From an optimization exercise on the open Yosys and OpenROAD flow, aimed at small area; shortcuts taken in it are not production practice. Only simulation tests tie the RTL to the original design; equivalence was not proved. No activity file was given, so power comes from the tool's default toggle rates.

File: flow/design.v
module piacom_rch (
    input  wire        clk,
    input  wire        rst_n,
    input  wire        op_valid,
    input  wire [31:0] op_word,
    output wire        op_ready,
    output reg  [2:0]  fault,
    output reg         started,
    input  wire        sw_n,
    output reg         sw_pullup,
    output reg         rst_out,
    output reg         rst_oe,
    output reg         tclk,
    output reg         tclk_oe,
    output reg         stb,
    output reg         stb_oe,
    input  wire        rdy,
    output reg         rtr,
    output reg         rtr_oe,
    input  wire        da,
    output reg         exp_init,
    output reg         exp_req,
    output reg         exp_we,
    output reg         exp_dev,
    output reg  [1:0]  exp_reg,
    output reg  [7:0]  exp_wdata,
    input  wire        exp_ack,
    input  wire [7:0]  exp_rdata,
    output reg         ser_init,
    input  wire        rx_avail,
    input  wire [7:0]  rx_data,
    output reg         rx_pop,
    output reg         tx_valid,
    output reg  [7:0]  tx_data,
    input  wire        tx_ready,
    output reg         have,
    output reg  [7:0]  rxb
);
    localparam [7:0]  CLK_COMPARE   = 8'd5;
    localparam [11:0] HOLD_CYCLES   = 12'd1000;
    localparam [3:0]  SETTLE_CYCLES = 4'd4;
    localparam [4:0]  POLL_LIMIT    = 5'd23;
    localparam        ACK_HANDSHAKE = 1'b1;
    localparam        DEV_KBD    = 1'b0;
    localparam        DEV_VID    = 1'b1;
    localparam [1:0]  REG_DIR    = 2'd0;
    localparam [1:0]  REG_PULLUP = 2'd1;
    localparam [1:0]  REG_DATA   = 2'd2;
    localparam [7:0]  DIR_ALL_OUT = 8'h00;
    localparam [7:0]  DIR_ALL_IN  = 8'hFF;
    localparam [2:0]  BANNER_LEN = 3'd6;
    localparam [2:0]  F_NONE       = 3'd0;
    localparam [2:0]  F_ILLEGAL    = 3'd1;
    localparam [2:0]  F_RESERVED   = 3'd2;
    localparam [2:0]  F_NOTSTARTED = 3'd3;
    localparam [2:0]  F_RESTARTED  = 3'd4;
    localparam [2:0]  F_CLKRECONF  = 3'd5;
    localparam [7:0]  OP_STARTUP = 8'h01;
    localparam [7:0]  OP_CLKINIT = 8'h02;
    localparam [7:0]  OP_KEYXFER = 8'h10;
    localparam [7:0]  OP_VIDPOLL = 8'h11;
    localparam [7:0]  OP_EMIT    = 8'h12;
    localparam [7:0]  OP_VIDSVC  = 8'h13;
    localparam [7:0]  OP_SERVICE = 8'h20;
    localparam [5:0]
        M_IDLE      = 6'd0,
        M_FAULTED   = 6'd1,
        M_SERINIT   = 6'd2,
        M_BANNER    = 6'd3,
        M_BANNER_W  = 6'd4,
        M_EXPINIT   = 6'd5,
        M_DIR_KBD   = 6'd6,
        M_DIR_VID   = 6'd7,
        M_DIR_MISC  = 6'd8,
        M_CLKSTART  = 6'd9,
        M_PULSE_ON  = 6'd10,
        M_PULSE_HLD = 6'd11,
        M_PULSE_OFF = 6'd12,
        M_IRQEN     = 6'd13,
        M_CFG0      = 6'd14,
        M_CFG0_W    = 6'd15,
        M_CFG1      = 6'd16,
        M_CFG1_W    = 6'd17,
        M_CFG2      = 6'd18,
        M_CFG2_W    = 6'd19,
        M_STARTED   = 6'd20,
        M_CLKINIT   = 6'd21,
        M_SVC_AVAIL = 6'd22,
        M_SVC_POP   = 6'd23,
        M_KEY_STB0  = 6'd24,
        M_KEY_MAP   = 6'd25,
        M_KEY_WR    = 6'd26,
        M_KEY_WR_W  = 6'd27,
        M_KEY_STB1  = 6'd28,
        M_KEY_WAIT1 = 6'd29,
        M_KEY_STB2  = 6'd30,
        M_KEY_WAIT0 = 6'd31,
        M_VID_RTR   = 6'd32,
        M_VID_SETL  = 6'd33,
        M_VID_DA    = 6'd34,
        M_VID_RD    = 6'd35,
        M_VID_RD_W  = 6'd36,
        M_VID_RTR0  = 6'd37,
        M_EMIT      = 6'd38,
        M_EMIT_LF   = 6'd39,
        M_EMIT_LF_W = 6'd40,
        M_EMIT_B    = 6'd41,
        M_EMIT_B_W  = 6'd42,
        M_OPDONE    = 6'd43;
    localparam [2:0]
        K_STARTUP = 3'd0,
        K_CLKINIT = 3'd1,
        K_KEYXFER = 3'd2,
        K_VIDPOLL = 3'd3,
        K_EMIT    = 3'd4,
        K_VIDSVC  = 3'd5,
        K_SERVICE = 3'd6;
    localparam [1:0]
        I_IDLE   = 2'd0,
        I_SAMPLE = 2'd1,
        I_HOLD   = 2'd2,
        I_EXIT   = 2'd3;
    function [15:0] map_key;
        input [15:0] v;
        begin
            if (v == 16'd203)
                map_key = 16'd27;
            else if (v >= 16'd577 && v <= 16'd602)
                map_key = v - 16'd576;
            else if (v >= 16'd97 && v <= 16'd122)
                map_key = v - 16'd32;
            else
                map_key = v;
        end
    endfunction
    function [7:0] banner_byte;
        input [2:0] idx;
        begin
            case (idx)
                3'd0:    banner_byte = "P";
                3'd1:    banner_byte = "I";
                3'd2:    banner_byte = "A";
                3'd3:    banner_byte = ">";
                3'd4:    banner_byte = 8'h0D;
                default: banner_byte = 8'h0A;
            endcase
        end
    endfunction
    reg [5:0]  mstate;
    reg [2:0]  kind;
    reg [15:0] val;
    reg [15:0] mv;
    reg [7:0]  ebyte;
    reg [4:0]  cnt;
    reg [3:0]  settle_cnt;
    reg [2:0]  bidx;
    reg        clk_run;
    reg [7:0]  tcnt;
    reg        irq_en;
    reg        irq_pend;
    reg        in_isr;
    reg [1:0]  istate;
    reg [11:0] hold_cnt;
    reg        sw_meta, sw_sync, sw_prev;
    wire [7:0]  d_op  = op_word[31:24];
    wire [7:0]  d_rsv = op_word[23:16];
    wire [15:0] d_imm = op_word[15:0];
    reg        d_legal;
    reg        d_resv_bad;
    reg [2:0]  d_kind;
    always @(*) begin
        d_legal = 1'b1;
        d_kind  = K_STARTUP;
        case (d_op)
            OP_STARTUP: d_kind = K_STARTUP;
            OP_CLKINIT: d_kind = K_CLKINIT;
            OP_KEYXFER: d_kind = K_KEYXFER;
            OP_VIDPOLL: d_kind = K_VIDPOLL;
            OP_EMIT:    d_kind = K_EMIT;
            OP_VIDSVC:  d_kind = K_VIDSVC;
            OP_SERVICE: d_kind = K_SERVICE;
            default:    d_legal = 1'b0;
        endcase
        if (d_rsv != 8'd0)
            d_resv_bad = 1'b1;
        else if (d_kind == K_KEYXFER)
            d_resv_bad = 1'b0;
        else if (d_kind == K_EMIT)
            d_resv_bad = (d_imm[15:8] != 8'd0);
        else
            d_resv_bad = (d_imm != 16'd0);
    end
    wire bus_busy = exp_req | tx_valid;
    wire isr_take = irq_en & irq_pend & ~in_isr & ~bus_busy;
    wire main_run = ~in_isr & ~isr_take;
    assign op_ready = (mstate == M_IDLE) & main_run;
    wire op_fire = op_valid & op_ready & ~isr_take;
    wire holding = (mstate == M_PULSE_HLD) | (istate == I_HOLD);
    always @(posedge clk) begin
        if (!rst_n) begin
            sw_meta <= 1'b1;
            sw_sync <= 1'b1;
            sw_prev <= 1'b1;
        end else begin
            sw_meta <= sw_n;
            sw_sync <= sw_meta;
            sw_prev <= sw_sync;
        end
    end
    wire sw_change = (sw_sync != sw_prev);
    always @(posedge clk) begin
        if (!rst_n) begin
            irq_pend <= 1'b0;
        end else if (irq_en && sw_change) begin
            irq_pend <= 1'b1;
        end else if (isr_take) begin
            irq_pend <= 1'b0;
        end
    end
    always @(posedge clk) begin
        if (!rst_n) begin
            tcnt <= 8'd0;
            tclk <= 1'b0;
        end else if (clk_run) begin
            if (tcnt == CLK_COMPARE) begin
                tcnt <= 8'd0;
                tclk <= ~tclk;
            end else begin
                tcnt <= tcnt + 8'd1;
            end
        end
    end
    wire hold_start_main = main_run && (mstate == M_PULSE_ON);
    wire hold_start_isr  = (istate == I_SAMPLE) && !sw_sync;
    wire hold_done       = (hold_cnt == 12'd0);
    always @(posedge clk) begin
        if (!rst_n) begin
            hold_cnt <= 12'd0;
        end else if (hold_start_main || hold_start_isr) begin
            hold_cnt <= HOLD_CYCLES - 12'd1;
        end else if (holding && !hold_done) begin
            hold_cnt <= hold_cnt - 12'd1;
        end
    end
    always @(posedge clk) begin
        if (!rst_n) begin
            istate <= I_IDLE;
            in_isr <= 1'b0;
        end else begin
            case (istate)
                I_IDLE: begin
                    if (isr_take) begin
                        in_isr <= 1'b1;
                        istate <= I_SAMPLE;
                    end
                end
                I_SAMPLE: begin
                    if (!sw_sync)
                        istate <= I_HOLD;
                    else
                        istate <= I_EXIT;
                end
                I_HOLD: begin
                    if (hold_done)
                        istate <= I_EXIT;
                end
                default: begin
                    in_isr <= 1'b0;
                    istate <= I_IDLE;
                end
            endcase
        end
    end
    always @(posedge clk) begin
        if (!rst_n) begin
            mstate     <= M_IDLE;
            kind       <= K_STARTUP;
            val        <= 16'd0;
            mv         <= 16'd0;
            ebyte      <= 8'd0;
            cnt        <= 5'd0;
            settle_cnt <= 4'd0;
            bidx       <= 3'd0;
            fault      <= F_NONE;
            started    <= 1'b0;
            clk_run    <= 1'b0;
            irq_en     <= 1'b0;
            sw_pullup  <= 1'b0;
            rst_out    <= 1'b0;
            rst_oe     <= 1'b0;
            tclk_oe    <= 1'b0;
            stb        <= 1'b0;
            stb_oe     <= 1'b0;
            rtr        <= 1'b0;
            rtr_oe     <= 1'b0;
            exp_init   <= 1'b0;
            exp_req    <= 1'b0;
            exp_we     <= 1'b0;
            exp_dev    <= 1'b0;
            exp_reg    <= 2'd0;
            exp_wdata  <= 8'd0;
            ser_init   <= 1'b0;
            rx_pop     <= 1'b0;
            tx_valid   <= 1'b0;
            tx_data    <= 8'd0;
            have       <= 1'b0;
            rxb        <= 8'd0;
        end else begin
            rx_pop <= 1'b0;
            if (istate == I_SAMPLE)
                rst_out <= !sw_sync;
            else if (istate == I_HOLD && hold_done)
                rst_out <= 1'b0;
            if (main_run) begin
                case (mstate)
                    M_IDLE: begin
                        if (op_fire) begin
                            kind <= d_kind;
                            if (!d_legal) begin
                                fault  <= F_ILLEGAL;
                                mstate <= M_FAULTED;
                            end else if (d_resv_bad) begin
                                fault  <= F_RESERVED;
                                mstate <= M_FAULTED;
                            end else begin
                                case (d_kind)
                                    K_STARTUP: begin
                                        if (started) begin
                                            fault  <= F_RESTARTED;
                                            mstate <= M_FAULTED;
                                        end else begin
                                            mstate <= M_SERINIT;
                                        end
                                    end
                                    K_CLKINIT: begin
                                        mstate <= M_CLKINIT;
                                    end
                                    default: begin
                                        if (!started) begin
                                            fault  <= F_NOTSTARTED;
                                            mstate <= M_FAULTED;
                                        end else begin
                                            val   <= d_imm;
                                            ebyte <= d_imm[7:0];
                                            case (d_kind)
                                                K_KEYXFER: mstate <= M_KEY_STB0;
                                                K_EMIT:    mstate <= M_EMIT;
                                                K_SERVICE: mstate <= M_SVC_AVAIL;
                                                default:   mstate <= M_VID_RTR;
                                            endcase
                                        end
                                    end
                                endcase
                            end
                        end
                    end
                    M_FAULTED: begin
                        mstate <= M_FAULTED;
                    end
                    M_SERINIT: begin
                        ser_init <= 1'b1;
                        bidx     <= 3'd0;
                        mstate   <= M_BANNER;
                    end
                    M_BANNER: begin
                        tx_valid <= 1'b1;
                        tx_data  <= banner_byte(bidx);
                        mstate   <= M_BANNER_W;
                    end
                    M_BANNER_W: begin
                        if (tx_ready) begin
                            tx_valid <= 1'b0;
                            if (bidx == BANNER_LEN - 3'd1) begin
                                mstate <= M_EXPINIT;
                            end else begin
                                bidx   <= bidx + 3'd1;
                                mstate <= M_BANNER;
                            end
                        end
                    end
                    M_EXPINIT: begin
                        exp_init <= 1'b1;
                        mstate   <= M_DIR_KBD;
                    end
                    M_DIR_KBD: begin
                        stb_oe <= 1'b1;
                        mstate <= M_DIR_VID;
                    end
                    M_DIR_VID: begin
                        rtr_oe <= 1'b1;
                        mstate <= M_DIR_MISC;
                    end
                    M_DIR_MISC: begin
                        tclk_oe   <= 1'b1;
                        sw_pullup <= 1'b1;
                        mstate    <= M_CLKSTART;
                    end
                    M_CLKSTART: begin
                        if (clk_run) begin
                            fault  <= F_CLKRECONF;
                            mstate <= M_FAULTED;
                        end else begin
                            clk_run <= 1'b1;
                            mstate  <= M_PULSE_ON;
                        end
                    end
                    M_PULSE_ON: begin
                        rst_oe  <= 1'b1;
                        rst_out <= 1'b1;
                        mstate  <= M_PULSE_HLD;
                    end
                    M_PULSE_HLD: begin
                        if (hold_done)
                            mstate <= M_PULSE_OFF;
                    end
                    M_PULSE_OFF: begin
                        rst_out <= 1'b0;
                        mstate  <= M_IRQEN;
                    end
                    M_IRQEN: begin
                        irq_en <= 1'b1;
                        mstate <= M_CFG0;
                    end
                    M_CFG0: begin
                        exp_req   <= 1'b1;
                        exp_we    <= 1'b1;
                        exp_dev   <= DEV_VID;
                        exp_reg   <= REG_DIR;
                        exp_wdata <= DIR_ALL_IN;
                        mstate    <= M_CFG0_W;
                    end
                    M_CFG0_W: begin
                        if (exp_ack) begin
                            exp_req <= 1'b0;
                            mstate  <= M_CFG1;
                        end
                    end
                    M_CFG1: begin
                        exp_req   <= 1'b1;
                        exp_we    <= 1'b1;
                        exp_dev   <= DEV_VID;
                        exp_reg   <= REG_PULLUP;
                        exp_wdata <= 8'h80;
                        mstate    <= M_CFG1_W;
                    end
                    M_CFG1_W: begin
                        if (exp_ack) begin
                            exp_req <= 1'b0;
                            mstate  <= M_CFG2;
                        end
                    end
                    M_CFG2: begin
                        exp_req   <= 1'b1;
                        exp_we    <= 1'b1;
                        exp_dev   <= DEV_KBD;
                        exp_reg   <= REG_DIR;
                        exp_wdata <= DIR_ALL_OUT;
                        mstate    <= M_CFG2_W;
                    end
                    M_CFG2_W: begin
                        if (exp_ack) begin
                            exp_req <= 1'b0;
                            mstate  <= M_STARTED;
                        end
                    end
                    M_STARTED: begin
                        started <= 1'b1;
                        mstate  <= M_IDLE;
                    end
                    M_CLKINIT: begin
                        if (clk_run) begin
                            fault  <= F_CLKRECONF;
                            mstate <= M_FAULTED;
                        end else begin
                            clk_run <= 1'b1;
                            mstate  <= M_IDLE;
                        end
                    end
                    M_SVC_AVAIL: begin
                        if (rx_avail) begin
                            rx_pop <= 1'b1;
                            val    <= {8'd0, rx_data};
                            mstate <= M_SVC_POP;
                        end else begin
                            mstate <= M_VID_RTR;
                        end
                    end
                    M_SVC_POP: begin
                        mstate <= M_KEY_STB0;
                    end
                    M_KEY_STB0: begin
                        stb    <= 1'b0;
                        mv     <= map_key(val);
                        mstate <= M_KEY_MAP;
                    end
                    M_KEY_MAP: begin
                        if (mv >= 16'd96)
                            mstate <= (kind == K_SERVICE) ? M_VID_RTR : M_OPDONE;
                        else
                            mstate <= M_KEY_WR;
                    end
                    M_KEY_WR: begin
                        exp_req   <= 1'b1;
                        exp_we    <= 1'b1;
                        exp_dev   <= DEV_KBD;
                        exp_reg   <= REG_DATA;
                        exp_wdata <= mv[7:0] | 8'h80;
                        mstate    <= M_KEY_WR_W;
                    end
                    M_KEY_WR_W: begin
                        if (exp_ack) begin
                            exp_req <= 1'b0;
                            mstate  <= M_KEY_STB1;
                        end
                    end
                    M_KEY_STB1: begin
                        stb    <= 1'b1;
                        cnt    <= 5'd0;
                        if (ACK_HANDSHAKE)
                            mstate <= M_KEY_WAIT1;
                        else
                            mstate <= M_KEY_STB2;
                    end
                    M_KEY_WAIT1: begin
                        if (rdy || cnt == POLL_LIMIT - 5'd1) begin
                            cnt    <= 5'd0;
                            mstate <= M_KEY_STB2;
                        end else begin
                            cnt <= cnt + 5'd1;
                        end
                    end
                    M_KEY_STB2: begin
                        stb <= 1'b0;
                        if (ACK_HANDSHAKE)
                            mstate <= M_KEY_WAIT0;
                        else
                            mstate <= (kind == K_SERVICE) ? M_VID_RTR : M_OPDONE;
                    end
                    M_KEY_WAIT0: begin
                        if (!rdy || cnt == POLL_LIMIT - 5'd1) begin
                            cnt    <= 5'd0;
                            mstate <= (kind == K_SERVICE) ? M_VID_RTR : M_OPDONE;
                        end else begin
                            cnt <= cnt + 5'd1;
                        end
                    end
                    M_VID_RTR: begin
                        rtr        <= 1'b1;
                        settle_cnt <= SETTLE_CYCLES - 4'd1;
                        mstate     <= M_VID_SETL;
                    end
                    M_VID_SETL: begin
                        if (settle_cnt == 4'd0)
                            mstate <= M_VID_DA;
                        else
                            settle_cnt <= settle_cnt - 4'd1;
                    end
                    M_VID_DA: begin
                        if (da) begin
                            mstate <= M_VID_RD;
                        end else begin
                            have   <= 1'b0;
                            mstate <= M_OPDONE;
                        end
                    end
                    M_VID_RD: begin
                        exp_req <= 1'b1;
                        exp_we  <= 1'b0;
                        exp_dev <= DEV_VID;
                        exp_reg <= REG_DATA;
                        mstate  <= M_VID_RD_W;
                    end
                    M_VID_RD_W: begin
                        if (exp_ack) begin
                            exp_req <= 1'b0;
                            rxb     <= exp_rdata & 8'h7F;
                            mstate  <= M_VID_RTR0;
                        end
                    end
                    M_VID_RTR0: begin
                        rtr  <= 1'b0;
                        have <= 1'b1;
                        if (kind == K_VIDPOLL) begin
                            mstate <= M_OPDONE;
                        end else begin
                            ebyte  <= rxb;
                            mstate <= M_EMIT;
                        end
                    end
                    M_EMIT: begin
                        if (ebyte == 8'h0D)
                            mstate <= M_EMIT_LF;
                        else
                            mstate <= M_EMIT_B;
                    end
                    M_EMIT_LF: begin
                        tx_valid <= 1'b1;
                        tx_data  <= 8'h0A;
                        mstate   <= M_EMIT_LF_W;
                    end
                    M_EMIT_LF_W: begin
                        if (tx_ready) begin
                            tx_valid <= 1'b0;
                            mstate   <= M_EMIT_B;
                        end
                    end
                    M_EMIT_B: begin
                        tx_valid <= 1'b1;
                        tx_data  <= ebyte;
                        mstate   <= M_EMIT_B_W;
                    end
                    M_EMIT_B_W: begin
                        if (tx_ready) begin
                            tx_valid <= 1'b0;
                            mstate   <= M_OPDONE;
                        end
                    end
                    M_OPDONE: begin
                        mstate <= M_IDLE;
                    end
                    default: begin
                        mstate <= M_IDLE;
                    end
                endcase
            end
        end
    end
endmodule
File: flow/config.mk
export PLATFORM = sky130hd
export DESIGN_NAME = piacom_rch
export DESIGN_NICKNAME = piacom_rch
export VERILOG_FILES = /design/flow/design.v
export SDC_FILE = /design/flow/constraint.sdc
export NUM_CORES = 4
export LEC_CHECK = 0
export CAP_MARGIN = 20
export CORE_MARGIN = 2
export CORE_UTILIZATION = 40
export SLEW_MARGIN = 20
File: flow/run.sh
#!/bin/bash
# synth_recipe.tcl (not shown) runs the flow's synth.tcl, then flattens the netlist and writes it again
# the make line also repeats each setting of config.mk as NAME=value (left out here)
make -C /OpenROAD-flow-scripts/flow DESIGN_CONFIG=/design/flow/config.mk WORK_HOME=/design/flow/orfs CLKGATE_MAP_FILE= SYNTH_SCRIPT=/design/flow/synth_recipe.tcl finish
File: flow/constraint.sdc
create_clock -name core_clock -period 10.0 [get_ports {clk}]
set_input_delay 2.0000 -clock core_clock [delete_from_list [all_inputs] [get_ports {clk}]]
set_output_delay 2.0000 -clock core_clock [all_outputs]
set_load 0.01 [all_outputs]
==> results.toml <==
[global_route]
grt_max_degree = 84
antenna_found_initial = 0
gr-total-overflow = 0
grt_pass1_wl_mm = 36.1
grt_usage_pct = 22.8
grt_pass1_vias = 6822

[run_status]
status = "complete, no violations"

[placement]
port_buffers = 102
gp_congestion = 0.979
placed_cell_area_sq_mm = 0.00867
dp_hpwl_mm = 16.2
dp_cells = 1224
pre_cts_slack_ps = 5180

[layout]
seq_area_sq_mm = 0.00270
stdcell_count = 1256
n_antenna_cell = 0
multi_input_area_sq_mm = 0.00447
top_regs = "mv x16, val x16, hold_cnt x12"
drive_above_1_share_pct = 6.36
fin_util_pct = 49.8
fillers = 1826
areaGrowthSynthToFinish_pct = 22.9
stdcell_area_sq_mm = 0.00925
nNetsFinal = 1088

[critical_path]
crit_chain = "nor2_1 > nand3_1 > nor2_1 > clkdlybuf4s50_1"
crit_path_end_kind = "output pin"
path_delay_family = "simple AND/OR/NAND/NOR gates"
path_buf_inv = 1
arrival_ps = 2660
cp-start-kind = "flop"
critPathRequiredTime_ps = 8000
critPathKind = "flop to output pin"
path_max_fanout = 19
max_stage_delay_ps = 640
cp_slowest_cell = "nor2_1"
cpMostUsedCell = "nor2_1"

[timing]
fin_crit_ps = 4660
maxSlewViolCount = 0
setup_slack_ps = 5340
timing.hold.ws_ps = 413
setup_viol = 0
clock.fmax_ghz = 0.215
rsz0062_at_grt = "false"
fin_crit_sh_pct = 46.6
hold_viol_final = 0
tns_ps = 0
slew_headroom_pct = 37.4
skew_ps = 6.79
max_slew.worst_pin.slew_ps = 931

[floorplanning]
rows = 50
fp.coreArea_sq_mm = 0.0186
fp.dieH_um = 141
die_width_um = 141
initial_core_util_pct = 40.5
dieArea_sq_mm = 0.0199
io_pins = 105

[power]
seq_power_share_pct = 42.7
power_density_mw_per_mm2 = 139
peakVddDrop_v = 0.000102
cellLeakagePower_nw = 3.34
p_sw_share_pct = 26.4
power_mw = 1.29
p_int_mw = 0.947
pwr-share-clk_pct = 48.0
switching_power_mw = 0.339
comb_power_share_pct = 9.3

[cts]
ctsHoldBuffers = 0
cts_root_buf = "clkbuf_16"
post-cts-setup-buffers = 0
cts.sinks = 135
cts_max_level = 4
clk_pin_slew_ps = 60
worstSkewPairLatency_ps = 430
cts_resized = 0
cts_tree = "yes"
clk_path_buf_depth = 2
cts_buffers = 17

[synthesis]
yosysTopAreaCell = "dfxtp_1"
synthCells = 939
yosysWarnings = 1
netlist.area_leader.share_pct = 35.9
synth-edff-count = 0
ys_top_cells_by_count = "dfxtp_1 (135), nor2_1 (101), nand2_1 (77)"
synthDistinctLibCells = 75
synth.area.top_cells = "dfxtp_1 (36%), nor2_1 (5.0%), a21oi_1 (4.5%), nand2_1 (3.8%), ha_1 (3.7%)"
ys.flop_type = "dfxtp_1"
yosysMostFrequentCell = "dfxtp_1"
avgSynthCellArea_sq_um = 8.02
syn-num-nets = 1018
syn_area_sq_mm = 0.00753
synth_seq_area_share_pct = 35.9
synthArstFlopShare_pct = 0
synth_seq_cells = 135

[min_path]
hold_class = "flop to flop"

[detailed_routing]
wire_per_inst_um = 17.8
vias = 7330
vias_per_cell = 5.84
dr.pass1.iters = 7
remaining_drc_errors = 0
drt_iter0_drc = 697
drtAntennaViolNets = 0
finalWirelength_mm = 22.4

[job]
cap_violations = 0
-- placed cells by master (no fill, tap or decap), types with 11 or more instances in the layout --
master,count
a211oi_1,24
a21oi_1,67
a22oi_1,13
a311oi_1,11
buf_4,11
clkbuf_16,17
clkdlybuf4s50_1,102
dfxtp_1,135
ha_1,22
inv_1,25
mux2i_1,23
nand2_1,77
nand2b_1,23
nand3_1,39
nor2_1,101
nor2b_1,16
nor3_1,50
nor4_1,14
o21ai_0,35
or3_1,11
or4_1,13
xnor2_1,11
xor2_1,13
-- cell families (layout without fill, tap and decap cells) --
kind of cell,Yosys count,after routing,share of synthesized area (%)
other,1,1,0.0498
buffers and inverters,88,171,4.72
adders and majority gates,22,22,3.66
AOI/OAI and AO/OA,238,238,21.7
xor gates and xnor gates,24,24,2.79
muxes,23,23,3.06
and+or+nand+nor,408,408,28.1
DFF,135,135,35.9
-- worst paths after layout --
kind	startpoint	to	slack [ps]	depth (start not counted)
setup / recovery	mstate[5]	op_ready	5340	4
setup reg to reg	mstate[5]	ebyte[3]	6670	6
hold reg to reg	sw_meta	sw_sync	410	1
hold / removal	sw_meta	sw_sync	410	1
-- area by class of cell --
cell class	count	share of cell area, %
Multi-Input combinational cell	716	48.3
Timing Repair Buffer	113	11.9
Clock buffer	17	4.60
Sequential cell	135	29.2
Tap cell	234	3.16
Inverter	26	1.05
Clock inverter	15	1.72
-- power groups by stage --
stage	Sequential [mW]	Combinational (mW)	Clock (mW)
global route	0.550	0.130	0.655
global placement	0.561	0.117	0
floorplan	0.561	0.0702	0
detailed placement	0.561	0.118	0
CTS	0.549	0.118	0.628
finish	0.549	0.119	0.617
-- metal layers --
metal  up-vias  track usage (%)  wire length, um
li1       3602                -                -
met1      3396             31.2            10500
met2       285             34.4             9740
met3        47             6.05             1650
met4         0             8.58              572
met5         -                0                0

==> static timing again, ports no longer ideal <==
The results above use ideal ports. As a check the final layout listed here was re-extracted and re-timed, cells and wires unchanged. Step 1 (the two cells are an assumption about what drives the block):
set clk [get_ports {clk}]
set_driving_cell -lib_cell sky130_fd_sc_hd__clkbuf_16 $clk
set_driving_cell -lib_cell sky130_fd_sc_hd__buf_2 [delete_from_list [all_inputs] $clk]
Step 2 also shifts input and output timing later by t, the mid clock arrival at the registers, as if the neighbouring blocks saw the same clock. a / b / c = ideal ports / drivers / drivers and shift; a / b = the first two.
t, ns: 0.471
setup slack, ns: 5.343 / 5.301 / 5.170
worst setup path after step 2: input to register
worst register clock-pin slew, ns: 0.06 / 0.06
cell pins on the clock port's net: 1
After both steps this run still meets setup and hold. The setup slack of this run moves by -0.042 ns with the drivers and by -0.173 ns with both steps.
